This design comes from an exercise in tuning for small area, a short achievable clock period and few clock cycles per item on the open sky130 flow, not from production work. The RTL was checked by simulation tests, not by an equivalence proof against the original design. Power figures rest on the tool's default switching activity, not on a simulated workload.

==> design.v <==
module mix_fadd_e (
    input  wire [7:0] e,
    output wire [7:0] E
);
    assign E = {e[7:1], e[0] | ~(|e)};
endmodule
module mix_fadd_o (
    input  wire [7:0]  Ea,
    input  wire [7:0]  Eb,
    output wire [13:0] o
);
    wire [8:0]  dab = {1'b0, Ea} - {1'b0, Eb};
    wire [7:0]  dba = Eb - Ea;
    wire        a_hi = ~dab[8];
    wire [7:0]  d    = a_hi ? dab[7:0] : dba;
    wire [4:0]  ds   = (|d[7:5]) ? 5'd31 : d[4:0];
    assign o = {a_hi, ds, a_hi ? Ea : Eb};
endmodule
module mix_fadd_a3 (
    input  wire [30:0] a,
    input  wire [30:0] b,
    input  wire [13:0] o,
    output wire [60:0] g
);
    wire        a_hi = o[13];
    wire [4:0]  ds   = o[12:8];
    wire [7:0]  e_hi = o[7:0];
    wire        inf_in = (&a[30:23]) | (&b[30:23]);
    wire        na = |a[30:23];
    wire        nb = |b[30:23];
    wire [23:0] m_hi = a_hi ? {na, a[22:0]} : {nb, b[22:0]};
    wire [23:0] m_lo = a_hi ? {nb, b[22:0]} : {na, a[22:0]};
    wire [25:0] l0 = {m_lo, 2'b00};
    wire [25:0] l3 = ds[2] ? {4'b0,  l0[25:5],  |l0[4:0]}        : l0;
    wire [25:0] l4 = ds[3] ? {8'b0,  l3[25:9],  |l3[8:0]}        : l3;
    wire [25:0] al = ds[4] ? {16'b0, l4[25:17], |l4[16:0]}       : l4;
    assign g = {ds[1:0], inf_in, e_hi, m_hi, al};
endmodule
module mix_fadd_s (
    input  wire [60:0] g,
    output wire [58:0] f
);
    wire [1:0]  ds = g[60:59];
    wire [25:0] l0 = g[25:0];
    wire [25:0] l1 = ds[0] ? {1'b0,  l0[25:2],  l0[1]   | l0[0]} : l0;
    wire [25:0] al = ds[1] ? {2'b0,  l1[25:3],  |l1[2:0]}        : l1;
    assign f = {g[58:26], al};
endmodule
module mix_fadd_b (
    input  wire [58:0] f,
    output wire [30:0] y,
    output wire        up
);
    wire        inf_in = f[58];
    wire [7:0]  e_hi   = f[57:50];
    wire [23:0] m_hi   = f[49:26];
    wire [23:0] lo     = f[25:2];
    wire        G      = f[1];
    wire        S      = f[0];
    wire [23:0] p = m_hi ^ lo;
    wire [23:0] g = m_hi & lo;
    wire        rup_n = G & (S | p[0]);          
    wire        rup_c = p[0] & (G | S | p[1]);   
    wire        cn    = g[0] | (p[0] & rup_n);   
    wire        cc    = g[0] | rup_c;
    wire [23:1] gp, pp;
    mix_prefix u_pre (.g(g[23:1]), .p(p[23:1]), .G(gp), .P(pp));
    wire [24:1] kn = {gp | (pp & {23{cn}}), cn};
    wire [24:1] kc = {gp | (pp & {23{cc}}), cc};
    wire        co = gp[23] | (pp[23] & g[0]);    
    wire [24:0] sn = {kn[24], p[23:1] ^ kn[23:1], p[0] ^ rup_n};
    wire [23:1] sc = p[23:1] ^ kc[23:1];
    assign      up    = co | sn[24];
    wire [7:0]  e_up  = e_hi + 8'd1;
    wire [7:0]  field = up ? e_up : (sn[23] ? e_hi : 8'd0);
    wire [22:0] man   = co ? sc[23:1] : sn[22:0];
    wire        ov    = up & (&e_hi[7:1]);         
    assign y = (inf_in | ov) ? 31'h7F800000 : {field, man};
endmodule
module mix_prefix (
    input  wire [23:1] g,
    input  wire [23:1] p,
    output wire [23:1] G,
    output wire [23:1] P
);
    wire [22:0] gl [0:5];
    wire [22:0] pl [0:5];
    assign gl[0] = g;
    assign pl[0] = p;
    genvar k, i;
    generate
        for (k = 0; k < 5; k = k + 1) begin : gk
            for (i = 0; i < 23; i = i + 1) begin : gi
                if ((i >> k) & 1) begin : gc
                    localparam integer J = ((i >> k) << k) - 1;
                    assign gl[k+1][i] = gl[k][i] | (pl[k][i] & gl[k][J]);
                    assign pl[k+1][i] = pl[k][i] & pl[k][J];
                end else begin : gn
                    assign gl[k+1][i] = gl[k][i];
                    assign pl[k+1][i] = pl[k][i];
                end
            end
        end
    endgenerate
    assign G = gl[5];
    assign P = pl[5];
endmodule
module mix_fdiv (
    input  wire [30:0] x,
    input  wire [1:0]  n,
    output wire [30:0] y,
    output wire        rup
);
    wire [7:0]  ex = x[30:23];
    wire        nx = |ex;
    wire        e1 = (ex[7:1] == 7'd0);         
    wire [23:0] M  = {nx, x[22:0]};
    wire [7:0]  ex1 = ex - 8'd1;
    wire [7:0]  ex2 = ex - 8'd2;
    wire [30:0] h_pre = e1 ? {8'd0, M[23:1]} : {ex1, x[22:0]};
    wire        h_rup = e1 & M[0] & M[1];
    wire [1:0]  r;
    wire [22:0] q;
    mix_div3 u_d3 (.m(M), .q(q), .r(r));
    wire        f24 = r[1];             
    wire        f23 = r[0];             
    wire        f22 = r[1];
    wire        nz  = r[1] | r[0];
    wire        top = q[22];
    wire        nrm1 = ~e1;                         
    wire        nrm0 = ~e1 & (ex != 8'd2);          
    wire        normal = top ? nrm1 : nrm0;
    wire [22:0] al0 = q;
    wire [22:0] al1 = {q[21:0], f24};
    wire [22:0] al2 = {q[20:0], f24, f23};
    wire [22:0] t_man = normal ? (top ? al1 : al2) : (e1 ? al0 : al1);
    wire        t_g   = normal ? (top ? f23 : f22) : (e1 ? f24 : f23);
    wire [7:0]  t_exp = normal ? (top ? ex1 : ex2) : 8'd0;
    wire [30:0] t_pre = {t_exp, t_man};
    wire        t_rup = t_g & (nz | t_man[0]);
    wire        pass = n[0] & ~n[1] | (&ex);
    assign y   = pass ? x : (n[1] & ~n[0]) ? h_pre : t_pre;
    assign rup = ~pass & ((n[1] & ~n[0]) ? h_rup : t_rup);
endmodule
module mix_div3 (
    input  wire [23:0] m,
    output wire [22:0] q,
    output wire [1:0]  r
);
    function [1:0] add3;                
        input [1:0] a, b;
        begin
            case ({a, b})
                4'b0000, 4'b0110, 4'b1001: add3 = 2'd0;
                4'b0001, 4'b0100, 4'b1010: add3 = 2'd1;
                default:                   add3 = 2'd2;
            endcase
        end
    endfunction
    wire [1:0] s [0:4][0:11];
    genvar t, k;
    generate
        for (t = 0; t < 12; t = t + 1) begin : gp
            wire [1:0] p = m[2*t+1:2*t];
            assign s[0][t] = (p == 2'd3) ? 2'd0 : p;
        end
        for (k = 0; k < 4; k = k + 1) begin : gl
            for (t = 0; t < 12; t = t + 1) begin : gt
                localparam integer P = 11 - t;
                localparam integer Q = ((P >> k) << k) - 1;
                if ((P >> k) & 1)
                    assign s[k+1][t] = add3(s[k][11 - Q], s[k][t]);
                else
                    assign s[k+1][t] = s[k][t];
            end
        end
        for (t = 0; t < 12; t = t + 1) begin : gq
            wire [1:0] rin = (t == 11) ? 2'd0 : s[4][(t == 11) ? 11 : t + 1];
            wire [3:0] v   = {rin, m[2*t+1:2*t]};
            reg  [1:0] qd;
            always @(*) begin
                case (v)
                    4'd0, 4'd1, 4'd2:   qd = 2'd0;
                    4'd3, 4'd4, 4'd5:   qd = 2'd1;
                    4'd6, 4'd7, 4'd8:   qd = 2'd2;
                    default:            qd = 2'd3;
                endcase
            end
            if (t == 11) begin : gtop
                assign q[22] = qd[0];
            end else begin : glow
                assign q[2*t+1:2*t] = qd;
            end
        end
    endgenerate
    assign r = s[4][0];
endmodule
module mix_inc31 (
    input  wire [30:0] x,
    input  wire        c,
    output wire [30:0] y
);
    wire [30:0] a [0:5];
    assign a[0] = {x[29:0], c};         
    genvar k, i;
    generate
        for (k = 0; k < 5; k = k + 1) begin : gk
            for (i = 0; i < 31; i = i + 1) begin : gi
                if ((i >> k) & 1) begin : gc
                    localparam integer J = ((i >> k) << k) - 1;
                    assign a[k+1][i] = a[k][i] & a[k][J];
                end else begin : gn
                    assign a[k+1][i] = a[k][i];
                end
            end
        end
    endgenerate
    assign y = x ^ a[5];
endmodule
module chord_mixer (
    input  wire        clk,
    input  wire        rst,
    input  wire        in_valid,
    output wire        in_ready,
    input  wire [1:0]  in_n,
    input  wire [31:0] in_s0,
    input  wire [31:0] in_s1,
    input  wire [31:0] in_s2,
    output wire        out_valid,
    input  wire        out_ready,
    output wire [31:0] out_data
);
    reg         v0, v1, v2, v3, v4, v5;      
    reg         t0, t1, t2, t3, t4, t5;      
    reg  [1:0]  n0, n1, n2, n3, n4;
    reg  [30:0] x0, x1, x2;          
    reg  [60:0] f1;                  
    reg  [30:0] y1;
    reg  [30:0] s01;                 
    reg  [30:0] y2;
    reg  [60:0] f3;                  
    reg  [30:0] sum;                 
    reg  [30:0] pre;                 
    reg         rup;
    reg         ov, ovn;             
    reg  [30:0] od;
    reg         sv, st;              
    reg  [30:0] sd;
    reg         hd;                  
    reg         rdy;                 
    wire [7:0]  E0, E1, E2, E3;
    wire [13:0] o1, o2;
    wire [60:0] f1_d;
    wire [58:0] f1s;
    wire [30:0] s01_d;
    wire        up1;
    mix_fadd_e  u_e0 (.e(x0[30:23]), .E(E0));
    mix_fadd_e  u_e1 (.e(x1[30:23]), .E(E1));
    mix_fadd_o  u_o1 (.Ea(E0), .Eb(E1), .o(o1));
    mix_fadd_a3 u_a1 (.a(x0), .b(x1), .o(o1), .g(f1_d));
    mix_fadd_s  u_s1 (.g(f1), .f(f1s));
    mix_fadd_b  u_b1 (.f(f1s), .y(s01_d), .up(up1));
    wire [60:0] f3_d;
    wire [58:0] f3s;
    wire [30:0] sum_d;
    wire        up2;
    mix_fadd_e  u_e2 (.e(s01[30:23]), .E(E2));
    mix_fadd_e  u_e3 (.e(y2[30:23]),  .E(E3));
    mix_fadd_o  u_o2 (.Ea(E2), .Eb(E3), .o(o2));
    mix_fadd_a3 u_a2 (.a(s01), .b(y2), .o(o2), .g(f3_d));
    mix_fadd_s  u_s2 (.g(f3), .f(f3s));
    mix_fadd_b  u_b2 (.f(f3s), .y(sum_d), .up(up2));
    wire [30:0] pre_d;
    wire        rup_d;
    mix_fdiv    u_d  (.x(sum), .n(n4), .y(pre_d), .rup(rup_d));
    wire [30:0] res;
    mix_inc31   u_i  (.x(pre), .c(rup), .y(res));
    wire        pop   = ov & out_ready;
    wire        take  = v5 & (~ov | pop) & (~hd | t5);
    wire        again = v5 & ~take;
    wire        ov_d  = take | (ov & ~pop);
    wire        hd_d  = again | (hd & ~(take & t5));
    wire        acc   = in_valid & rdy;
    always @(posedge clk) begin
        x0  <= sv ? sd : in_s0[30:0];
        x1  <= (~sv & in_n[1]) ? in_s1[30:0] : 31'd0;
        x2  <= (~sv & (in_n == 2'd3)) ? in_s2[30:0] : 31'd0;
        n0  <= sv ? 2'd1 : in_n;
        f1  <= f1_d;   y1 <= x2;  n1 <= n0;
        s01 <= s01_d;  y2 <= y1;  n2 <= n1;
        f3  <= f3_d;              n3 <= n2;
        sum <= sum_d;             n4 <= n3;
        pre <= pre_d;  rup <= rup_d;
        sd  <= res;
        {t0, t1, t2, t3, t4, t5} <= {sv & st, t0, t1, t2, t3, t4};
        st  <= again & (~hd | t5);
        if (take)
            od <= res;
        if (rst) begin
            {v0, v1, v2, v3, v4, v5} <= 6'd0;
            ov  <= 1'b0;
            ovn <= 1'b1;
            sv  <= 1'b0;
            hd  <= 1'b0;
            rdy <= 1'b1;
        end else begin
            {v0, v1, v2, v3, v4, v5} <= {sv | acc, v0, v1, v2, v3, v4};
            ov  <= ov_d;
            ovn <= ~ov_d;
            sv  <= again;
            hd  <= hd_d;
            rdy <= ~again & ~hd_d;
        end
    end
    assign in_ready  = rdy;
    assign out_valid = ~ovn;
    assign out_data  = {1'b0, od};
endmodule
==> flow/run.sh <==
#!/bin/bash
# Own layout flow: the standard synthesis and layout, with the timing
# repair after placement, clock tree synthesis and global routing aiming for
# more setup slack than the flow settings allow. The clock period and all
# constraints stay those of constraint.sdc. Each step's output goes to a log
# of its own in the work folder (ORFS also keeps its per-step logs under orfs/).
set -euo pipefail
MARGIN=${MARGIN:-9.5}
bash standard.sh synth > synth.log 2>&1
bash standard.sh finish SETUP_SLACK_MARGIN=$MARGIN > layout.log 2>&1
==> standard.sh <==
#!/bin/bash
# synth_recipe.tcl (not shown) runs the flow's synth.tcl, then flattens the netlist and writes it again
# the make line also repeats each setting of config.mk as NAME=value (left out here)
make -C /OpenROAD-flow-scripts/flow DESIGN_CONFIG=/design/flow/config.mk WORK_HOME=/design/flow/orfs CLKGATE_MAP_FILE= SYNTH_SCRIPT=/design/flow/synth_recipe.tcl "${@:-finish}"
==> config.mk <==
export PLATFORM = sky130hd
export DESIGN_NAME = chord_mixer
export DESIGN_NICKNAME = chord_mixer
export VERILOG_FILES = /design/flow/design.v
export SDC_FILE = /design/flow/constraint.sdc
export NUM_CORES = 4
export LEC_CHECK = 0
export ABC_AREA = 1
export CAP_MARGIN = 20
export CORE_MARGIN = 2
export CORE_UTILIZATION = 40
export SLEW_MARGIN = 20
==> constraint.sdc <==
create_clock -name core_clock -period 14.0 [get_ports {clk}]
set_input_delay 2.8000 -clock core_clock [delete_from_list [all_inputs] [get_ports {clk}]]
set_output_delay 2.8000 -clock core_clock [all_outputs]
set_load 0.01 [all_outputs]
==> flow_summary.yaml, run 1 <==
power:
  power_leakage_nw: 14.0
  power.density_nw_per_um2: 243
  vdd_ir_drop_max_v: 0.000194
drt:
  drt_iter0_markers: 1979
  drc: 0
  post_drt_via_cell_ratio: 4.98
  firstDrtPassIters: 6
  route.antenna.remaining_nets: 0
  wl_per_cell_um: 16.1
  vias: 22634
  drt-total-wl_mm: 73.0
synth:
  synth_area_leaders: "dfxtp_1 (34%), nand2_1 (14%), ha_1 (6.7%)"
  synth_cell_types: 64
  synth_common_cells: "nand2_1 (913), inv_1 (434), dfxtp_1 (430)"
  yosysTopAreaCell: "dfxtp_1"
  yosys_most_used_dff: "dfxtp_1"
  yosys.area.top_type_share_pct: 33.9
  syn_area_um2: 25400
  netlist_instances: 3577
  synthArstFlopShare_pct: 0
  syn_nets: 3825
  syn_avg_cell_area_um2: 7.09
  synth_edf_count: 31
  synth-seq-cells: 461
  yosysSeqAreaShare_pct: 37.6
  ys_warn_count: 4
  synth_most_common_cell: "nand2_1"
setup_path:
  path_buf_inv: 1
  arrival_ns: 1.55
  crit_path_top_delay_cell: "clkdlybuf4s50_1"
  endpoint_kind: "output pin"
  worstPathRequired_ns: 11.20
  slowest_delay_ns: 0.56
  crit_fanout: 1
  cp-start-kind: "flip-flop"
  cp_cell_sequence: "clkdlybuf4s50_1"
  path_delay_family: "buffers and inverters"
  path_class: "flip-flop to output pin"
floorplan:
  io_pins: 136
  die_w_um: 256
  die_area_um2: 65500
  die_h_um: 256
  core-area_um2: 62900
  placementRows: 92
  start_util_pct: 40.4
sta:
  timing.fmax_mhz: 230
  worst_pin_slew_ns: 0.991
  drv_slew: 0
  final_hold_viol_count: 0
  holdWs_ns: 0.322
  finalCritPeriodShare_pct: 31.1
  final.min_clock_period_ns: 4.35
  setup_slack_ns: 9.65
  clock-skew-final_ns: 0.0229
  maxSlewHeadroom_pct: 33.5
  tns_ns: 0
  setup_violations: 0
  rsz0062_at_grt: "true"
hold_path:
  worstHoldPathType: "flip-flop to flip-flop"
status:
  status: "finished clean"
place:
  dp_slack_ns: 8.69
  place.gp.congestion: 0.910
  place_inst: 4430
  dpl_cell_area_um2: 27200
  io_buffers: 131
  place_hpwl_mm: 54.0
finish:
  nets: 3909
  stdcell_area_um2: 29400
  layout-drive-gt1-share_pct: 6.35
  syn2layout_area_growth_pct: 15.8
  final_cells: 4546
  num_antenna_cells: 0
cts:
  cts_hold_buffers: 0
  cts_tree: "built"
  cts_buffers: 48
  clock-sinks: 461
  cts_buffer_depth: 3
  clk_pin_slew_ns: 0.07
  htree_levels: 2
  cts.root.buffer_cell: "clkbuf_16"
  clk_latency_ns: 0.61
grt:
  first_global_vias: 20652
  grt_pass1_wl_mm: 113
  grt-ovfl-total: 0
  gr-usage-all-layers_pct: 21.6
  grt_start_max_net_pins: 100
  antenna_found_initial: 2
job:
  maxCapViolCount: 0
-- what timing repair did --
action                                  CTS  global route
setup buffers                             0            17
pin swaps                                 1             7
gates cloned                              3             7
endpoints found under the setup margin   66           126
resized for setup                        15            34
-- cell usage in the layout, fill, tap and decap left out, types with 9 or more instances in the layout --
master           Yosys  final
inv_1              434    430
o21ai_1              6     13
edfxtp_1            31     31
o211ai_1            20     20
mux2i_1             30     30
fa_1                10     10
buf_4               12     31
nand2_1            913    911
a21oi_1            198    198
xnor2_1             21     20
nand2_2             16     14
nor2_4              14     18
nand3_1            204    204
o21bai_1            11     11
a21o_1              10     10
ha_1               136    135
nand4_1             71     71
inv_2               11      9
nor2_2               8      9
o22ai_1             10     10
nor2_1             346    343
a31oi_1              9      9
or2_2               11     11
clkbuf_16            0     50
nor3_1              25     25
nand3b_1             8      9
o21ai_0            284    277
clkdlybuf4s50_1      0    131
dfxtp_1            430    429
xor2_1              92     91
-- metal layers --
layer,part of all wire (%),track usage [%]
met3,6.2,3.36
met5,0.034,0
met4,2.5,6.12
met1,49,31.0
met2,43,33.4
-- cell type report --
class | instances | area, um^2
well taps | 846 | 1060
clock inverters | 33 | 414
multi-input cells | 2531 | 13700
inverters | 447 | 1700
fillers | 6478 | 33500
flip-flops and latches | 461 | 9540
repair inverters | 3 | 17.5
repair buffers | 169 | 1680
clock buffers | 56 | 1290
-- state kept, by name (all words and copies together) (netlist names), 2 cells and up --
register,count
s01,31
n2,2
sd,31
sum,31
f1,61
pre,31
n1,2
n4,2
od,31
x1,31
n0,2
y2,31
x0,31
x2,31
f3,61
y1,31
n3,2
-- cell families after synthesis --
family                     synth area share (%)
muxes                                      1.18
DFF                                        37.6
buffers and inverters                      9.28
other                                    0.0148
and+or+nand+nor                            27.8
adders and majority gates                  7.49
xor gates and xnor gates                   3.90
AOI/OAI and AO/OA                          12.8
-- per-stage QoR --
stage | util [%] | total power [mW]
5_1_grt | 46.7 | 7.79
6_report | 46.7 | 7.15
3_5_place_dp | 43.3 | 5.64
4_1_cts | 46.2 | 7.05
3_3_place_gp | 43.3 | 5.64
2_1_floorplan | - | 4.70
-- report_power, final --
group | total, mW | leakage, nW | switching (mW) | internal [mW]
logic | 3.95 | 9.32 | 2.67 | 1.28
registers | 1.83 | 3.85 | 0.224 | 1.61
clock network | 1.36 | 0.825 | 0.572 | 0.788
total | 7.15 | 14.0 | 3.47 | 3.68
-- final timing paths --
kind / to / slack (ns) / depth (start not counted) / startpoint
setup / recovery: out_data[22] / 9.65 / 1 / od[22]
hold / removal: y1[5] / 0.32 / 0 / x2[5]
setup reg to reg: f1[0] / 9.72 / 25 / x1[24]
hold reg to reg: y1[5] / 0.32 / 0 / x2[5]
Testbench counts, summed over its fixed seeds: cycles 16,056, items 16,000.
==> run 2, diff against run 1 <==
==> flow/run.sh (replaced) <==
#!/bin/bash
# Own layout flow: the standard synthesis and layout, with two changes:
#  - the timing repair after placement, clock tree synthesis and global
#    routing aims for more setup slack than the flow settings allow;
#  - every input and output port still gets a buffer, but a plain buffer
#    (buf_2) rather than the delay cell buffer_ports picks by default.
# The clock period and all constraints stay those of constraint.sdc. Each
# step's output goes to a log of its own in the work folder (ORFS also keeps
# its per-step logs under orfs/).
set -euo pipefail
MARGIN=${MARGIN:-9.8}
PORTBUF=${PORTBUF:-sky130_fd_sc_hd__buf_2}
bash standard.sh synth > synth.log 2>&1
bash standard.sh finish SETUP_SLACK_MARGIN=$MARGIN \
    "BUFFER_PORTS_ARGS=-inputs -outputs -buffer_cell $PORTBUF" > layout.log 2>&1
==> run 2 against run 1 <==
Effect of this change:
- still clean on timing, DRC and antenna
- sequential power is essentially flat
- total power is 0.28% lower
- routed wire length is 0.24% lower
- register-to-register slack improved by 0.36 ns
- clock power is 8% lower
- setup slack better by 0.39 ns
- count of clock-buffer cells in the layout up 7
- non-clock buffer count up 15
- hold slack improved by 0.0022 ns
- area after synthesis stayed put
- critical endpoint is now out_data[6]
- highest routed layer unchanged
==> flow_summary.yaml, run 2 <==
place:
  place_hpwl_mm: 53.5
  place.gp.congestion: 0.927
  io_buffers: 131
  place_inst: 4429
  dp_slack_ns: 8.83
sta:
  drv_slew: 0
  setup_violations: 0
  tns_ns: 0
  worst_pin_slew_ns: 1.01
  rsz0062_at_grt: "true"
  setup_slack_ns: 10.04
  finalCritPeriodShare_pct: 28.3
  final_hold_viol_count: 0
  final.min_clock_period_ns: 3.96
  clock-skew-final_ns: 0.0248
  timing.fmax_mhz: 252
  maxSlewHeadroom_pct: 32.0
synth:
  synth_most_common_cell: "nand2_1"
  yosys.area.top_type_share_pct: 33.9
  synth_cell_types: 64
  synth_area_leaders: "dfxtp_1 (34%), nand2_1 (14%), ha_1 (6.7%)"
  yosysSeqAreaShare_pct: 37.6
  synth-seq-cells: 461
  ys_warn_count: 4
  syn_area_um2: 25400
  syn_nets: 3825
  yosysTopAreaCell: "dfxtp_1"
  syn_avg_cell_area_um2: 7.09
  yosys_most_used_dff: "dfxtp_1"
  synthArstFlopShare_pct: 0
  synth_edf_count: 31
  synth_common_cells: "nand2_1 (913), inv_1 (434), dfxtp_1 (430)"
  netlist_instances: 3577
drt:
  drt-total-wl_mm: 72.8
  route.antenna.remaining_nets: 0
  drc: 0
  drt_iter0_markers: 2034
  firstDrtPassIters: 5
  vias: 22781
  wl_per_cell_um: 16.0
  post_drt_via_cell_ratio: 5.00
cts:
  cts_hold_buffers: 0
  clk_pin_slew_ns: 0.06
  cts_tree: "built"
  cts.root.buffer_cell: "clkbuf_16"
  cts_buffer_depth: 3
  clk_latency_ns: 0.59
  htree_levels: 2
  cts_buffers: 47
  clock-sinks: 461
finish:
  final_common_cell: "nand2_1"
  num_antenna_cells: 0
  fillers: 6498
  final_cells: 4560
  layout-drive-gt1-share_pct: 10.6
  reg_top3: "f1 (61), f3 (61)"
  multiInputGateArea_um2: 13800
  nets: 3927
  most-common-layout-cells: "nand2_1 (908), inv_1 (429), dfxtp_1 (427), nor2_1 (340), o21ai_0 (277)"
  syn2layout_area_growth_pct: 13.8
  seqCellArea_um2: 9540
floorplan:
  die_h_um: 256
  placementRows: 92
  die_area_um2: 65500
  io_pins: 136
  start_util_pct: 40.4
  die_w_um: 256
  core-area_um2: 62900
setup_path:
  cp-start-kind: "flip-flop"
  path_class: "flip-flop to output pin"
  endpoint_kind: "output pin"
  arrival_ns: 1.16
  path_buf_inv: 1
  path_delay_family: "flip-flops"
  crit_path_top_delay_cell: "edfxtp_1"
  cp_cell_sequence: "buf_2"
  worstPathRequired_ns: 11.20
  slowest_delay_ns: 0.42
  crit_fanout: 1
power:
  vdd_ir_drop_max_v: 0.000247
  power.density_nw_per_um2: 247
  power_leakage_nw: 14.0
grt:
  gr-usage-all-layers_pct: 21.4
  grt-ovfl-total: 0
  grt_start_max_net_pins: 86
  antenna_found_initial: 3
  grt_pass1_wl_mm: 112
  first_global_vias: 20613
hold_path:
  worstHoldPathType: "flip-flop to flip-flop"
status:
  status: "finished clean"
job:
  maxCapViolCount: 0
run 2: cell counts after synthesis:
Identical to the previous run, type by type.
run 2: cell families after synthesis:
group                    Yosys count  synth area share, %
AO/OA/AOI/OAI                    588                 12.8
XOR/XNOR                         113                 3.90
adder cells (fa/ha/maj)          146                 7.49
other                              1               0.0148
multiplexers                      30                 1.18
buffers and inverters            591                 9.28
flip-flops                       461                 37.6
AND/OR/NAND/NOR                 1647                 27.8
run 2: worst reg2reg max path: stages (launching register included):
cell      delay [ns]
dfxtp_1         0.35
nor2_1          0.13
nand3_1         0.13
o21bai_2        0.20
inv_1           0.07
ha_1            0.24
fa_1            0.43
o21ai_2         0.20
nand2_2         0.17
nand2_8         0.17
inv_1           0.15
nand3_1         0.14
nand2_1         0.06
nand2_1         0.16
nand2_8         0.17
nand2_2         0.15
nor2_4          0.05
buf_12          0.16
nand3_1         0.14
nand2_1         0.07
nor2_1          0.12
nand2_1         0.07
nor2_1          0.13
nand2_1         0.07
nand2_1         0.05
nand2_1         0.05
run 2: final timing paths:
| kind | start | to | slack (ns) | cells after the start |
|---|---|---|---|---|
| max | od[6] | out_data[6] | 10.04 | 1 |
| min | t3 | t4 | 0.32 | 0 |
| max reg2reg | x0[24] | f1[0] | 10.08 | 25 |
| min reg2reg | t3 | t4 | 0.32 | 0 |
run 2: where the power goes:
part           switching [mW]  internal (mW)
Sequential              0.216           1.61
Combinational            2.70           1.35
Clock                   0.533          0.719
run 2: what timing repair did:
action                                  4_1_cts  5_1_grt
gates resized for setup                      25       64
pin swaps                                     5       14
setup buffers                                 9       24
endpoints found under the setup margin      106      134
cloned                                        4       10
run 2: cell type report:
| cell class | count | area share (%) |
|---|---|---|
| Clock inverter | 21 | 0.784 |
| Tap cell | 846 | 3.67 |
| Inverter | 447 | 6.00 |
| Multi-Input combinational cell | 2534 | 47.9 |
| Timing Repair Buffer | 184 | 3.99 |
| Timing Repair inverter | 4 | 0.0867 |
| Sequential cell | 461 | 33.0 |
| Clock buffer | 63 | 4.56 |
run 2: per-layer routing:
| metal | vias to the layer above | track usage (%) | routed length, um |
|---|---|---|---|
| met5 | - | 0 | 41 |
| li1 | 11707 | - | - |
| met2 | 665 | 31.1 | 29400 |
| met3 | 131 | 3.32 | 4730 |
| met4 | 6 | 8.66 | 2880 |
| met1 | 10272 | 31.3 | 35800 |
run 2: metrics by stage:
stage               power, mW  hold WS, ns  utilization [%]  cell area, um^2
finish                   7.13        0.324             45.9            28900
floorplan                4.70        0.310                -            25400
global placement         5.58        0.311             42.3            26600
detailed placement       5.59        0.312             42.3            26600
CTS                      6.92        0.326             45.1            28300
global route             7.76        0.331             45.9            28900
==> run 3, diff against run 2 <==
--- a/design.v
+++ b/design.v
@@ -9,11 +9,40 @@
     input  wire [7:0]  Eb,
     output wire [13:0] o
 );
-    wire [8:0]  dab = {1'b0, Ea} - {1'b0, Eb};
-    wire [7:0]  dba = Eb - Ea;
-    wire        a_hi = ~dab[8];
-    wire [7:0]  d    = a_hi ? dab[7:0] : dba;
-    wire [4:0]  ds   = (|d[7:5]) ? 5'd31 : d[4:0];
+    wire [7:0] p = Ea ^ ~Eb;
+    wire [7:0] g = Ea & ~Eb;
+    wire [7:0] G1, P1, G2, P2, G3, P3;
+    genvar i;
+    generate for (i = 0; i < 8; i = i + 1) begin : gl
+        if (i & 1) begin : a1
+            assign G1[i] = g[i] | (p[i] & g[i-1]);
+            assign P1[i] = p[i] & p[i-1];
+        end else begin : b1
+            assign G1[i] = g[i];
+            assign P1[i] = p[i];
+        end
+        if (i & 2) begin : a2
+            assign G2[i] = G1[i] | (P1[i] & G1[(i & ~3) + 1]);
+            assign P2[i] = P1[i] & P1[(i & ~3) + 1];
+        end else begin : b2
+            assign G2[i] = G1[i];
+            assign P2[i] = P1[i];
+        end
+        if (i & 4) begin : a3
+            assign G3[i] = G2[i] | (P2[i] & G2[3]);
+            assign P3[i] = P2[i] & P2[3];
+        end else begin : b3
+            assign G3[i] = G2[i];
+            assign P3[i] = P2[i];
+        end
+    end endgenerate
+    wire [7:0] c0 = {G3[6:0], 1'b0};
+    wire [7:0] c1 = {G3[6:0] | P3[6:0], 1'b1};
+    wire [7:0] d1 = p ^ c1;                  
+    wire [7:0] d0 = p ^ c0;                  
+    wire       a_hi = G3[7] | P3[7];         
+    wire [7:0] d  = a_hi ? d1 : ~d0;
+    wire [4:0] ds = (|d[7:5]) ? 5'd31 : d[4:0];
     assign o = {a_hi, ds, a_hi ? Ea : Eb};
 endmodule
 module mix_fadd_a3 (
@@ -117,15 +146,15 @@
     wire [23:0] M  = {nx, x[22:0]};
     wire [7:0]  ex1 = ex - 8'd1;
     wire [7:0]  ex2 = ex - 8'd2;
-    wire [30:0] h_pre = e1 ? {8'd0, M[23:1]} : {ex1, x[22:0]};
-    wire        h_rup = e1 & M[0] & M[1];
+    wire        three = n[1] & n[0];
     wire [1:0]  r;
-    wire [22:0] q;
-    mix_div3 u_d3 (.m(M), .q(q), .r(r));
-    wire        f24 = r[1];             
-    wire        f23 = r[0];             
-    wire        f22 = r[1];
-    wire        nz  = r[1] | r[0];
+    wire [22:0] q3;
+    mix_div3 u_d3 (.m(M), .q(q3), .r(r));
+    wire [22:0] q   = three ? q3 : M[23:1];
+    wire        f24 = three ? r[1] : M[0];
+    wire        f23 = three & r[0];
+    wire        f22 = three & r[1];
+    wire        nz  = three ? (r[1] | r[0]) : M[0];    
     wire        top = q[22];
     wire        nrm1 = ~e1;                         
     wire        nrm0 = ~e1 & (ex != 8'd2);          
@@ -136,11 +165,11 @@
     wire [22:0] t_man = normal ? (top ? al1 : al2) : (e1 ? al0 : al1);
     wire        t_g   = normal ? (top ? f23 : f22) : (e1 ? f24 : f23);
     wire [7:0]  t_exp = normal ? (top ? ex1 : ex2) : 8'd0;
-    wire [30:0] t_pre = {t_exp, t_man};
-    wire        t_rup = t_g & (nz | t_man[0]);
-    wire        pass = n[0] & ~n[1] | (&ex);
-    assign y   = pass ? x : (n[1] & ~n[0]) ? h_pre : t_pre;
-    assign rup = ~pass & ((n[1] & ~n[0]) ? h_rup : t_rup);
+    wire        stk   = three & nz;
+    wire        t_rup = t_g & (stk | t_man[0]);
+    wire        pass = ~n[1] | (&ex);               
+    assign y   = pass ? x : {t_exp, t_man};
+    assign rup = ~pass & t_rup;
 endmodule
 module mix_div3 (
     input  wire [23:0] m,
==> run 3 against run 2 <==
Effect of this change:
- sequential share of layout area is 0.44 points higher
- cell count is 2.9% lower
- cell area is 1.2% lower
- hold slack worse by 0.0048 ns
- core utilization is 0.35 points higher
- critical path type is now flip-flop to flip-flop
==> flow_summary.yaml, run 3 <==
floorplan:
  core-area_um2: 61600
  io_pins: 136
  die_h_um: 253
  die_w_um: 253
  placementRows: 91
  die_area_um2: 64100
  start_util_pct: 40.3
drt:
  route.antenna.remaining_nets: 0
  drt-total-wl_mm: 69.2
  drt_iter0_markers: 1551
  drc: 0
  wl_per_cell_um: 15.6
  vias: 21949
  firstDrtPassIters: 6
  post_drt_via_cell_ratio: 4.95
finish:
  final_common_cell: "nand2_1"
  reg_top3: "f1 (61), f3 (61)"
  nets: 3791
  syn2layout_area_growth_pct: 14.8
  most-common-layout-cells: "nand2_1 (836), dfxtp_1 (424), inv_1 (404), nor2_1 (341), o21ai_0 (257)"
  layout-drive-gt1-share_pct: 13.0
synth:
  netlist_instances: 3415
  yosysTopAreaCell: "dfxtp_1"
  synthArstFlopShare_pct: 0
  synth_area_leaders: "dfxtp_1 (35%), nand2_1 (13%), ha_1 (6.3%)"
  synth_edf_count: 31
  syn_avg_cell_area_um2: 7.27
  ys_warn_count: 4
  yosys_most_used_dff: "dfxtp_1"
  synth_common_cells: "nand2_1 (841), dfxtp_1 (430), inv_1 (408)"
  yosysSeqAreaShare_pct: 38.4
  synth_cell_types: 73
  yosys.area.top_type_share_pct: 34.7
  syn_area_um2: 24800
  synth_most_common_cell: "nand2_1"
  syn_nets: 3655
  synth-seq-cells: 461
setup_path:
  r2r_end: "f3[0]"
  crit_path_top_delay_cell: "fa_1"
  ff2ff_path_depth: 26
  critPathMostFrequentCell: "nand2_1"
  endpoint_kind: "flip-flop"
  crit_fanout: 48
  path_class: "flip-flop to flip-flop"
  path_buf_inv: 4
  ff2ff_setup_slack_ns: 9.90
  cp-start-kind: "flip-flop"
  worstPathRequired_ns: 14.48
  slowest_delay_ns: 0.42
  arrival_ns: 4.57
  crit-reg2reg-launch: "y2[28]"
  path_delay_family: "simple AND/OR/NAND/NOR gates"
sta:
  rsz0062_at_grt: "true"
  final_hold_viol_count: 0
  maxSlewHeadroom_pct: 37.1
  tns_ns: 0
  timing.fmax_mhz: 244
  worst_pin_slew_ns: 0.941
  holdWs_ns: 0.320
  finalCritPeriodShare_pct: 29.3
  clock-skew-final_ns: 0.0175
  drv_slew: 0
  setup_violations: 0
  final.min_clock_period_ns: 4.10
cts:
  clock-sinks: 461
  clk_latency_ns: 0.59
  cts_buffers: 48
  htree_levels: 2
  cts.root.buffer_cell: "clkbuf_16"
  cts_hold_buffers: 0
  cts_tree: "built"
  cts_buffer_depth: 3
  clk_pin_slew_ns: 0.06
place:
  io_buffers: 131
  place_hpwl_mm: 51.1
  place.gp.congestion: 0.900
grt:
  grt_pass1_wl_mm: 108
  antenna_found_initial: 2
  grt_start_max_net_pins: 96
  first_global_vias: 20500
  grt-ovfl-total: 0
  gr-usage-all-layers_pct: 21.2
hold_path:
  whs_path_depth: 0
  worstHoldStart: "y1[18]"
  holdPathEnd: "y2[18]"
  worstHoldPathType: "flip-flop to flip-flop"
power:
  vdd_ir_drop_max_v: 0.000124
  power_leakage_nw: 13.8
  power.density_nw_per_um2: 222
job:
  maxCapViolCount: 0
status:
  status: "finished clean"
## run 3: changes by cell type in the layout (fill, tap and decap cells not counted), moves of 9 or more
cell and change:
xnor2_1 +9, inv_1 -25, a21oi_1 -34, buf_4 +17, nand2_1 -72, nand4_1 -27
o21ai_1 +14, nand3_1 -25, ha_1 -12, nand4_2 +12, o21ai_0 -20
## run 3: kinds of logic after synthesis
kind of cell / Yosys count / synth area share (%)
DFF: 461 / 38.4
muxes: 22 / 0.887
and+or+nand+nor: 1551 / 27.2
xor gates and xnor gates: 115 / 4.05
adders and majority gates: 138 / 7.31
AOI/OAI and AO/OA: 571 / 13.0
other: 1 / 0.0151
buffers and inverters: 556 / 9.10
## run 3: worst max path at each step
stage,start,endpoint,slack [ns],depth (start not counted)
6_report,y2[28],f3[0],9.90,26
5_1_grt,y2[28],f3[0],9.54,26
4_1_cts,x1[25],f1[9],9.80,20
3_5_place_dp,s01[27],f3[0],8.34,25
3_3_place_gp,s01[27],f3[0],8.36,25
2_1_floorplan,out_ready,hd,10.12,6
## run 3: final cells by class
type                       count  area [um^2]
antenna                        3         7.51
clock buffer                  57         1290
clock inverter                32          308
fill                        6272        33100
inverter                     432         1650
multi-input combinational   2407        13400
sequential                   461         9550
tap                          837         1050
timing repair buffer         200         1240
timing repair inverter         1         5.00
## run 3: per-layer routing
metal / share of wire (%) / wire, um / up-vias / track usage (%)
li1: - / - / 11275 / -
met1: 46 / 32100 / 10063 / 28.6
met2: 46 / 32100 / 523 / 35.7
met3: 4.5 / 3140 / 88 / 2.43
met4: 2.6 / 1820 / 0 / 6.42
met5: 0 / 0 / - / 0
## run 3: what timing repair did
item	in CTS	in global routing
pin swaps	9	24
endpoints found under the hold margin	0	0
gates resized for setup	26	64
setup endpoints to repair	68	128
gates cloned	8	3
buffers inserted	12	39
## run 3: metrics by stage
step	utilization (%)	instance area [um^2]	cells	power, mW	setup slack (ns)
2_1_floorplan	-	24800	3415	4.11	10.12
3_3_place_gp	42.3	26100	4276	4.83	8.36
3_5_place_dp	42.3	26100	4276	4.84	8.34
4_1_cts	45.4	27900	4385	6.21	9.80
5_1_grt	46.3	28500	4429	6.90	9.54
6_report	46.3	28500	4430	6.34	9.90
## run 3: worst reg2reg max path, delay by kind of cell (launching register included)
kind	cells	cell delay, ns
simple gates	19	2.09
buf+inv	4	0.69
flops	1	0.33
compound gates	1	0.26
fa+ha+maj	2	0.62
## run 3: where the power goes
part	switching, mW	total [mW]	leakage, nW	internal (mW)
combinational	2.17	3.25	9.14	1.08
sequential	0.209	1.80	3.85	1.59
clock	0.554	1.28	0.787	0.728
total	2.94	6.34	13.8	3.40
Testbench counts of run 3, summed over its fixed seeds: cycles 16,056, items 16,000.
==> run 4, diff against run 3 <==
--- a/flow/run.sh
+++ b/flow/run.sh
@@ -8,7 +8,7 @@
 # step's output goes to a log of its own in the work folder (ORFS also keeps
 # its per-step logs under orfs/).
 set -euo pipefail
-MARGIN=${MARGIN:-9.8}
+MARGIN=${MARGIN:-10.2}
 PORTBUF=${PORTBUF:-sky130_fd_sc_hd__buf_2}
 bash standard.sh synth > synth.log 2>&1
 bash standard.sh finish SETUP_SLACK_MARGIN=$MARGIN \
--- a/config.mk
+++ b/config.mk
@@ -9,4 +9,6 @@
 export CAP_MARGIN = 20
 export CORE_MARGIN = 2
 export CORE_UTILIZATION = 40
+export CTS_CLUSTER_DIAMETER = 100
+export CTS_CLUSTER_SIZE = 20
 export SLEW_MARGIN = 20
==> run 4 against run 3 <==
Effect of this change:
- count of clock-buffer cells in the layout is 21 lower
- core utilization up 0.67 points
- total power fell by 2.2%
- via count is 1.4% higher
- cell area grew 1.4%
- highest routed layer unchanged
- cell count stayed put
- register-to-register slack improved by 0.15 ns
- non-clock buffer count rose by 39
- clock skew is 0.0017 ns higher
- maximum frequency grew 2.6%
- synthesized cell count unchanged
==> flow_summary.yaml, run 4 <==
floorplan:
  die_h_um: 253
  io_pins: 136
  start_util_pct: 40.3
  die_w_um: 253
  core-area_um2: 61600
  die_area_um2: 64100
  placementRows: 91
cts:
  htree_levels: 1
  clock-sinks: 461
  cts.root.buffer_cell: "clkbuf_16"
  cts_tree: "built"
  cts_buffers: 28
  clk_latency_ns: 0.59
  clk_pin_slew_ns: 0.09
  cts_buffer_depth: 3
setup_path:
  endpoint_kind: "output pin"
  cp_cell_sequence: "buf_2"
  arrival_ns: 1.19
  path_buf_inv: 1
  path_class: "flip-flop to output pin"
  crit_path_top_delay_cell: "edfxtp_1"
  worstPathRequired_ns: 11.20
  cp-start-kind: "flip-flop"
  slowest_delay_ns: 0.44
  crit_fanout: 1
  path_delay_family: "flip-flops"
sta:
  timing.fmax_mhz: 250
  final_hold_viol_count: 0
  holdWs_ns: 0.316
  drv_slew: 0
  final.min_clock_period_ns: 3.99
  worst_pin_slew_ns: 0.997
  maxSlewHeadroom_pct: 32.8
  clock-skew-final_ns: 0.0192
  tns_ns: 0
  finalCritPeriodShare_pct: 28.5
  setup_violations: 0
  rsz0062_at_grt: "true"
drt:
  route.antenna.remaining_nets: 0
  post_drt_via_cell_ratio: 5.02
  drt-total-wl_mm: 71.8
  wl_per_cell_um: 16.2
  vias: 22246
  drt_iter0_markers: 1889
  firstDrtPassIters: 6
  drc: 0
grt:
  gr-usage-all-layers_pct: 21.4
  grt-ovfl-total: 0
  antenna_found_initial: 2
  grtUsageMet1_pct: 29.3
  grt_start_max_net_pins: 117
  grt_pass1_wl_mm: 109
  met3_usage_pct: 1.78
  first_global_vias: 20245
  grt_use_met2_pct: 35.7
  busiest_layer: "met2"
hold_path:
  worstHoldPathType: "flip-flop to flip-flop"
finish:
  syn2layout_area_growth_pct: 16.5
  multiInputGateArea_um2: 14000
  seqCellArea_um2: 9580
  most-common-layout-cells: "nand2_1 (821), dfxtp_1 (410), inv_1 (397), nor2_1 (320), o21ai_0 (253)"
  stdcell_area_um2: 28900
  nets: 3818
  layout-drive-gt1-share_pct: 16.0
  final_common_cell: "nand2_1"
  fillers: 6207
  reg_top3: "f1 (61), f3 (61)"
synth:
  yosys_most_used_dff: "dfxtp_1"
  synth_area_leaders: "dfxtp_1 (35%), nand2_1 (13%), ha_1 (6.3%)"
  syn_nets: 3655
  synthArstFlopShare_pct: 0
  yosysSeqAreaShare_pct: 38.4
  synth_edf_count: 31
  yosys.area.top_type_share_pct: 34.7
  synth-seq-cells: 461
  ys_warn_count: 4
  synth_cell_types: 73
  synth_common_cells: "nand2_1 (841), dfxtp_1 (430), inv_1 (408)"
  synth_most_common_cell: "nand2_1"
  yosysTopAreaCell: "dfxtp_1"
  netlist_instances: 3415
  syn_area_um2: 24800
  syn_avg_cell_area_um2: 7.27
place:
  place_hpwl_mm: 51.0
  io_buffers: 131
  place.gp.congestion: 0.906
  dpl_cell_area_um2: 26000
power:
  clkPwrFrac_pct: 14.0
  p_switching_mw: 2.96
  p_int_mw: 3.24
  switching_share_pct: 47.7
  vdd_ir_drop_max_v: 0.000132
  fin_total_pwr_mw: 6.20
  power.density_nw_per_um2: 214
  seq_power_share_pct: 29.1
  combPwrFrac_pct: 56.8
  power_leakage_nw: 13.8
status:
  status: "finished clean"
job:
  maxCapViolCount: 0
run 4: stage by stage:
step / std cells / utilization [%] / worst slack, ns
global placement: 4273 / 42.3 / 8.60
detailed placement: 4273 / 42.3 / 8.65
CTS: 4365 / 45.0 / 9.98
global route: 4428 / 47.0 / 9.78
finish: 4430 / 47.0 / 10.01
floorplan: 3415 / - / 10.18
run 4: what timing repair did:
action	in CTS	in global routing
gates resized for setup	96	181
buffers inserted	34	52
hold buffers	0	0
setup endpoints to repair	181	170
hold endpoints to repair	0	0
pin swaps	19	60
gates cloned	17	9
run 4: worst reg2reg max path: stages, from the launching register on:
cell and delay [ns]:
dfxtp_1 0.34, nor4_2 0.25, inv_1 0.08, nor2_2 0.15
nor2_2 0.07, ha_2 0.18, fa_2 0.37, nand3_2 0.09
nand3_4 0.11, fa_2 0.44, a21oi_2 0.13, xnor2_1 0.12
nand2_1 0.10, o21ai_4 0.15, nor2_8 0.09, buf_12 0.15
buf_6 0.13, nand3_4 0.17, nand2_2 0.08, nand3_1 0.13
o21ai_2 0.09, nor2_1 0.09, nand2_1 0.06, nor2_1 0.13
nand2_1 0.06, nand2_1 0.06, nand2_1 0.05
run 4: area by class of cell:
class | instances | area share, %
antenna | 4 | 0.0346
clock buffer | 36 | 2.71
clock inverter | 5 | 0.311
inverter | 432 | 5.81
multi-input combinational | 2413 | 48.4
sequential | 461 | 33.1
tap | 837 | 3.62
timing repair buffer | 239 | 5.96
timing repair inverter | 3 | 0.0692
run 4: path summary, 6_finish.rpt:
check | startpoint | endpoint | slack (ns) | depth (start not counted)
min reg2reg | n2[0] | n3[0] | 0.32 | 0
min | n2[0] | n3[0] | 0.32 | 0
max reg2reg | x1[29] | f1[0] | 10.05 | 26
max | od[26] | out_data[26] | 10.01 | 1
run 4: routing by layer:
| layer | part of all wire (%) | wire [um] |
|---|---|---|
| met2 | 46 | 33200 |
| met5 | 0 | 0 |
| met1 | 46 | 32900 |
| met3 | 4.6 | 3330 |
| met4 | 3.3 | 2400 |
run 4: cell families (layout without fill, tap and decap cells):
| logic type | count (synthesis) | in the layout | share of synthesized area, % |
|---|---|---|---|
| AOI/OAI and AO/OA | 571 | 574 | 13.0 |
| xor gates and xnor gates | 115 | 115 | 4.05 |
| adders and majority gates | 138 | 138 | 7.31 |
| buffers and inverters | 556 | 715 | 9.10 |
| DFF | 461 | 461 | 38.4 |
| muxes | 22 | 22 | 0.887 |
| other | 1 | 5 | 0.0151 |
| and+or+nand+nor | 1551 | 1563 | 27.2 |
run 4: power by group through the flow:
stage | logic (mW) | registers (mW) | clock network (mW)
global route | 3.95 | 1.83 | 0.942
finish | 3.52 | 1.80 | 0.870
global placement | 3.00 | 1.82 | 0
CTS | 3.26 | 1.80 | 0.897
detailed placement | 3.01 | 1.82 | 0
floorplan | 2.39 | 1.72 | 0
==> run 5, diff against run 4 <==
--- a/flow/run.sh
+++ b/flow/run.sh
@@ -8,7 +8,7 @@
 # step's output goes to a log of its own in the work folder (ORFS also keeps
 # its per-step logs under orfs/).
 set -euo pipefail
-MARGIN=${MARGIN:-10.2}
+MARGIN=${MARGIN:-10}
 PORTBUF=${PORTBUF:-sky130_fd_sc_hd__buf_2}
 bash standard.sh synth > synth.log 2>&1
 bash standard.sh finish SETUP_SLACK_MARGIN=$MARGIN \
--- a/config.mk
+++ b/config.mk
@@ -9,6 +9,6 @@
 export CAP_MARGIN = 20
 export CORE_MARGIN = 2
 export CORE_UTILIZATION = 40
-export CTS_CLUSTER_DIAMETER = 100
-export CTS_CLUSTER_SIZE = 20
+export CTS_CLUSTER_DIAMETER = 120
+export CTS_CLUSTER_SIZE = 24
 export SLEW_MARGIN = 20
==> run 5 against run 4 <==
Effect of this change:
- clock skew up 0.014 ns
- hold slack better by 0.0068 ns
- highest routed layer unchanged
- cell count down 0.59%
- area after synthesis unchanged
- non-clock buffer count down 14
- via count down 0.84%
- critical endpoint is now out_data[30]
- global-route usage down 0.22 points
- critical path type unchanged
- critical path depth unchanged
- sequential power about the same
- sequential share of layout area up 0.93 points
- combinational power down 5%
==> flow_summary.yaml, run 5 <==
cts:
  clk_pin_slew_ns: 0.10
  clock-sinks: 461
  cts_buffers: 23
  htree_levels: 1
  clk_latency_ns: 0.58
  cts.root.buffer_cell: "clkbuf_16"
  cts_tree: "built"
  cts_buffer_depth: 3
  cts_hold_buffers: 0
finish:
  layout-drive-gt1-share_pct: 13.5
  final_cells: 4404
  most-common-layout-cells: "nand2_1 (827), dfxtp_1 (417), inv_1 (401), nor2_1 (337), o21ai_0 (256)"
  reg_top3: "f1 (61), f3 (61)"
  multiInputGateArea_um2: 13700
  syn2layout_area_growth_pct: 13.1
  stdcell_area_um2: 28100
  seqCellArea_um2: 9570
  fillers: 6321
  final_common_cell: "nand2_1"
  nets: 3797
synth:
  synth_top_family_by_area: "simple AND/OR/NAND/NOR gates"
  syn_area_um2: 24800
  synthAdderAreaFrac_pct: 7.31
  synth_edf_count: 31
  synth_area_leaders: "dfxtp_1 (35%), nand2_1 (13%), ha_1 (6.3%)"
  synth_compound_area_share_pct: 13.0
  synthArstFlopShare_pct: 0
  synth_xor_area_share_pct: 4.06
  yosysTopAreaCell: "dfxtp_1"
  synth-seq-cells: 461
  yosys_most_used_dff: "dfxtp_1"
  synth_cell_types: 73
  synth-simple-area-share_pct: 27.2
  ys_warn_count: 4
  muxShareOfSynthArea_pct: 0.887
  syn_avg_cell_area_um2: 7.27
  yosysSeqAreaShare_pct: 38.4
  yosys.area.top_type_share_pct: 34.7
  netlist_instances: 3415
  synth_most_common_cell: "nand2_1"
  synth_common_cells: "nand2_1 (841), dfxtp_1 (430), inv_1 (408)"
  syn_nets: 3655
sta:
  worst_pin_slew_ns: 0.955
  finalCritPeriodShare_pct: 28.7
  maxSlewHeadroom_pct: 36.2
  timing.fmax_mhz: 249
  drv_slew: 0
  clock-skew-final_ns: 0.0334
  final.min_clock_period_ns: 4.02
  setup_slack_ns: 9.98
  tns_ns: 0
  final_hold_viol_count: 0
  rsz0062_at_grt: "true"
  setup_violations: 0
setup_path:
  slowest_delay_ns: 0.47
  crit_fanout: 1
  arrival_ns: 1.22
  worstPathRequired_ns: 11.20
  crit_path_top_delay_cell: "edfxtp_1"
  cp-start-kind: "flip-flop"
  ff2ff_path_depth: 26
  path_delay_family: "flip-flops"
  ff2ff_setup_slack_ns: 10.10
  path_buf_inv: 1
  cp_cell_sequence: "buf_2"
  endpoint_kind: "output pin"
  cp_num_cells: 1
  path_class: "flip-flop to output pin"
  crit-reg2reg-launch: "x1[23]"
  r2r_end: "f1[0]"
hold_path:
  holdPathEnd: "y1[19]"
  whs_path_depth: 0
  worstHoldStart: "x2[19]"
  worstHoldPathType: "flip-flop to flip-flop"
power:
  power.density_nw_per_um2: 210
  clkPwrFrac_pct: 12.4
  switching_share_pct: 48.5
  power_leakage_nw: 13.5
  vdd_ir_drop_max_v: 0.000124
  p_int_mw: 3.03
  fin_total_pwr_mw: 5.89
  p_switching_mw: 2.86
  combPwrFrac_pct: 57.0
  seq_power_share_pct: 30.6
grt:
  grt_pass1_wl_mm: 108
  grt-ovfl-total: 0
  grt_start_max_net_pins: 62
  antenna_found_initial: 2
  first_global_vias: 20320
  gr-usage-all-layers_pct: 21.2
drt:
  route.antenna.remaining_nets: 0
  firstDrtPassIters: 6
  post_drt_via_cell_ratio: 5.01
  drt_iter0_markers: 1693
  vias: 22060
  drt-total-wl_mm: 70.4
  wl_per_cell_um: 16.0
  drc: 0
floorplan:
  core-area_um2: 61600
  die_h_um: 253
  die_area_um2: 64100
  die_w_um: 253
  start_util_pct: 40.3
  placementRows: 91
  io_pins: 136
place:
  place.gp.congestion: 0.900
  place_inst: 4276
  dpl_cell_area_um2: 26100
  dp_slack_ns: 8.34
  place_hpwl_mm: 51.1
  io_buffers: 131
status:
  status: "finished clean"
job:
  maxCapViolCount: 0
run 5: cell counts after synthesis:
No cell type changed its count.
run 5: area by class of cell:
class,count,share of cell area (%)
flip-flops and latches,461,34.0
repair inverters,2,0.0356
diodes,4,0.0356
inverters,432,5.92
clock buffers,29,2.13
multi-input cells,2412,48.6
clock inverters,2,0.102
repair buffers,225,5.44
well taps,837,3.73
run 5: timing repair:
item,CTS,global route
setup buffers,28,46
resized for setup,41,121
gates cloned,11,8
setup endpoints to repair,110,133
pin swaps,10,43
run 5: worst max path at each step:
stage                    from      endpoint  slack [ns]
finish                 od[30]  out_data[30]        9.98
global route           y2[27]         f3[0]        9.84
CTS                   s01[24]         f3[0]        9.91
detailed placement    s01[27]         f3[0]        8.34
global placement      s01[27]         f3[0]        8.36
floorplan           out_ready            hd       10.12
run 5: per-stage QoR:
step,hold WS (ns),utilization [%]
after detailed placement,0.312,42.3
after CTS,0.323,44.2
after global routing,0.339,45.6
after global placement,0.310,42.3
after floorplan,0.310,-
final,0.322,45.6
run 5: per-layer routing:
layer / vias to the layer above / track usage [%] / wire length [um]
li1: 11260 / - / -
met1: 10164 / 29.1 / 32700
met2: 519 / 35.6 / 32300
met3: 117 / 1.59 / 3050
met4: 0 / 5.93 / 2290
met5: - / 0 / 0
run 5: logic make-up after synthesis:
logic type	count (synthesis)
xor+xnor	115
buf+inv	556
simple gates	1551
other cells	1
compound gates	571
flops	461
mux	22
fa+ha+maj	138
run 5: power groups by stage:
stage          sequential [mW]  combinational [mW]  clock, mW
6_report                  1.80                3.36      0.731
5_1_grt                   1.83                3.81      0.794
4_1_cts                   1.80                3.14      0.751
3_5_place_dp              1.82                3.02          0
3_3_place_gp              1.83                3.00          0
2_1_floorplan             1.72                2.39          0
==> run 6, diff against run 5 <==
--- a/config.mk
+++ b/config.mk
@@ -8,7 +8,7 @@
 export ABC_AREA = 1
 export CAP_MARGIN = 20
 export CORE_MARGIN = 2
-export CORE_UTILIZATION = 40
+export CORE_UTILIZATION = 50
 export CTS_CLUSTER_DIAMETER = 120
 export CTS_CLUSTER_SIZE = 24
 export SLEW_MARGIN = 20
==> run 6 against run 5 <==
Effect of this change:
- still clean on timing, DRC and antenna
- first-iteration DRC count rose by 2.0%
- via count rose by 1.8%
- register-to-register slack got worse by 0.08 ns
- routed wire length rose by 3.4%
- core utilization rose by 12 points
- die area fell by 20%
- clock skew rose by 0.0076 ns
- hold slack improved by 0.0027 ns
- highest routed layer unchanged
==> flow_summary.yaml, run 6 <==
cts:
  clk_latency_ns: 0.60
  cts_hold_buffers: 0
  htree_levels: 1
  cts.root.buffer_cell: "clkbuf_16"
  clock-sinks: 461
  clk_pin_slew_ns: 0.09
  cts_buffers: 23
  cts_tree: "built"
  cts_buffer_depth: 3
synth:
  yosys.area.top_type_share_pct: 34.7
  netlist_instances: 3415
  yosysTopAreaCell: "dfxtp_1"
  synth_edf_count: 31
  syn_area_um2: 24800
  muxShareOfSynthArea_pct: 0.887
  ys_warn_count: 4
  synth_top_family_by_area: "simple AND/OR/NAND/NOR gates"
  synthAdderAreaFrac_pct: 7.31
  synth_cell_types: 73
  synth-simple-area-share_pct: 27.2
  yosysSeqAreaShare_pct: 38.4
  synth_area_leaders: "dfxtp_1 (35%), nand2_1 (13%), ha_1 (6.3%)"
  syn_avg_cell_area_um2: 7.27
  synth_xor_area_share_pct: 4.06
  synth_common_cells: "nand2_1 (841), dfxtp_1 (430), inv_1 (408)"
  synthArstFlopShare_pct: 0
  synth_most_common_cell: "nand2_1"
  yosys_most_used_dff: "dfxtp_1"
  synth_compound_area_share_pct: 13.0
  synth-seq-cells: 461
  syn_nets: 3655
setup_path:
  crit-reg2reg-launch: "y2[23]"
  cp-endpoint: "out_data[22]"
  ff2ff_setup_slack_ns: 10.02
  path_class: "flip-flop to output pin"
  crit_path_start: "od[22]"
  cp_cell_sequence: "buf_2"
  cp_num_cells: 1
  r2r_end: "f3[0]"
  path_delay_family: "flip-flops"
  slowest_delay_ns: 0.43
  endpoint_kind: "output pin"
  path_buf_inv: 1
  arrival_ns: 1.19
  cp-start-kind: "flip-flop"
  crit_fanout: 1
  crit_path_top_delay_cell: "edfxtp_1"
  ff2ff_path_depth: 28
  worstPathRequired_ns: 11.20
finish:
  syn2layout_area_growth_pct: 13.4
  fin_util_pct: 57.5
  seqCellArea_um2: 9580
  multiInputGateArea_um2: 13800
  layout-drive-gt1-share_pct: 14.5
  nets: 3795
  fillers: 4633
  final_common_cell: "nand2_1"
  most-common-layout-cells: "nand2_1 (820), dfxtp_1 (411), inv_1 (400), nor2_1 (325), o21ai_0 (243)"
  reg_top3: "f1 (61), f3 (61)"
  final_cells: 4230
grt:
  grt_start_max_net_pins: 90
  gr-usage-all-layers_pct: 27.3
  grt_pass1_wl_mm: 111
  antenna_found_initial: 0
  first_global_vias: 20780
  grt-ovfl-total: 0
power:
  clkPwrFrac_pct: 12.1
  power.density_nw_per_um2: 217
  seq_power_share_pct: 29.4
  switching_share_pct: 48.9
  vdd_ir_drop_max_v: 0.000153
  p_int_mw: 3.13
  combPwrFrac_pct: 58.4
  power_leakage_nw: 13.6
  p_switching_mw: 3.00
drt:
  drc: 0
  route.layer.met1.wl_mm: 33.0
  top_layer: "met4"
  route.antenna.remaining_nets: 0
  post_drt_via_cell_ratio: 5.31
  met3_length_mm: 3.74
  vias: 22451
  drt-total-wl_mm: 72.7
  drt_iter0_markers: 1727
  firstDrtPassIters: 8
  wl_per_cell_um: 17.2
  met2WireLength_mm: 33.9
sta:
  final.min_clock_period_ns: 3.99
  worst_pin_slew_ns: 1.00
  drv_slew: 0
  final_hold_viol_count: 0
  clock-skew-final_ns: 0.0410
  setup_violations: 0
  tns_ns: 0
  finalCritPeriodShare_pct: 28.5
  timing.fmax_mhz: 251
  rsz0062_at_grt: "true"
  holdWs_ns: 0.325
  maxSlewHeadroom_pct: 33.3
floorplan:
  die_h_um: 227
  io_pins: 136
  start_util_pct: 50.7
  die_w_um: 227
  core-area_um2: 49000
  die_area_um2: 51500
  placementRows: 81
place:
  io_buffers: 131
  place_hpwl_mm: 53.1
  place_inst: 4102
  place.gp.congestion: 0.918
status:
  status: "finished clean"
hold_path:
  worstHoldPathType: "flip-flop to flip-flop"
job:
  maxCapViolCount: 0
-- run 6: layout make-up --
class | count | area share (%)
Timing Repair Buffer | 222 | 5.75
Clock inverter | 4 | 0.151
Tap cell | 664 | 2.95
Clock buffer | 30 | 2.21
Multi-Input combinational cell | 2411 | 48.9
Inverter | 432 | 5.90
Antenna cell | 2 | 0.0178
Timing Repair inverter | 4 | 0.0977
Sequential cell | 461 | 34.0
-- run 6: power groups by stage --
stage	combinational (mW)	clock (mW)	sequential, mW
2_1_floorplan	2.39	0	1.72
3_3_place_gp	3.02	0	1.82
3_5_place_dp	3.08	0	1.82
4_1_cts	3.22	0.763	1.79
5_1_grt	4.00	0.809	1.83
6_report	3.58	0.741	1.80
-- run 6: metal layers --
metal	vias to the layer above	GRT usage, %
met1	10454	37.5
met4	0	6.90
met5	-	0
li1	11263	-
met3	103	2.68
met2	631	46.1
-- run 6: worst min path at each step --
stage            from     end  depth (start not counted)
6_report       y1[23]  y2[23]                          0
3_3_place_gp   x2[14]  y1[14]                          0
4_1_cts        y1[23]  y2[23]                          0
2_1_floorplan   n0[0]   n1[0]                          0
5_1_grt        y1[22]  y2[22]                          0
3_5_place_dp    n0[0]   n1[0]                          0
-- run 6: repair_timing --
action	CTS	global route
buffers inserted	25	44
pin swaps	15	37
cloned	14	9
resized for setup	62	158
setup endpoints to repair	117	139
-- run 6: kinds of logic (layout without fill, tap and decap cells) --
kind of cell | Yosys count | count (layout)
buf+inv | 556 | 692
mux | 22 | 22
simple gates | 1551 | 1562
fa+ha+maj | 138 | 138
other cells | 1 | 3
compound gates | 571 | 573
xor+xnor | 115 | 115
flops | 461 | 461
-- run 6: through the flow --
stage / total power [mW] / setup WS, ns / instance area, um^2
final: 6.13 / 10.01 / 28200
after global routing: 6.64 / 9.83 / 28200
after CTS: 5.77 / 9.94 / 27100
after detailed placement: 4.89 / 8.58 / 25800
after global placement: 4.84 / 8.65 / 25800
after floorplan: 4.11 / 10.12 / 24800

## port drivers added, routing unchanged
The flow's constraints put no driver on any port. The routed layouts listed below were extracted and timed again, unchanged, in two steps.
Step 1 sets driving cells, clkbuf_16 on the clock port and buf_2 on the other inputs (assumed; they add their load-dependent delay and slew).
Step 2 times the ports against the registers' clock, not the clock port: input delays grow and output delays shrink by t, the midpoint of the rising clock arrivals with the driver on.
Three values: ideal ports, drivers, drivers and shift; two values: the first two.
run | t (ns) | setup slack, ns | worst register clock-pin slew, ns | worst slew at a driven data input, ns
run 1 | 0.657 | 9.649 / 9.582 / 9.578 | 0.07 / 0.07 | 0.08
run 2 | 0.655 | 10.038 / 9.965 / 9.770 | 0.07 / 0.07 | 0.08
run 3 | 0.649 | 9.904 / 9.904 / 9.748 | 0.07 / 0.07 | 0.08
run 4 | 0.647 | 10.007 / 9.942 / 9.762 | 0.09 / 0.09 | 0.08
run 5 | 0.629 | 9.977 / 9.914 / 9.754 | 0.11 / 0.11 | 0.09
run 6 | 0.641 | 10.012 / 9.950 / 9.783 | 0.10 / 0.10 | 0.06
After both steps setup and hold are still met in every run listed. For run 2, which loses most, drivers alone change the setup slack by -0.073 ns; drivers and shift together by -0.268 ns.
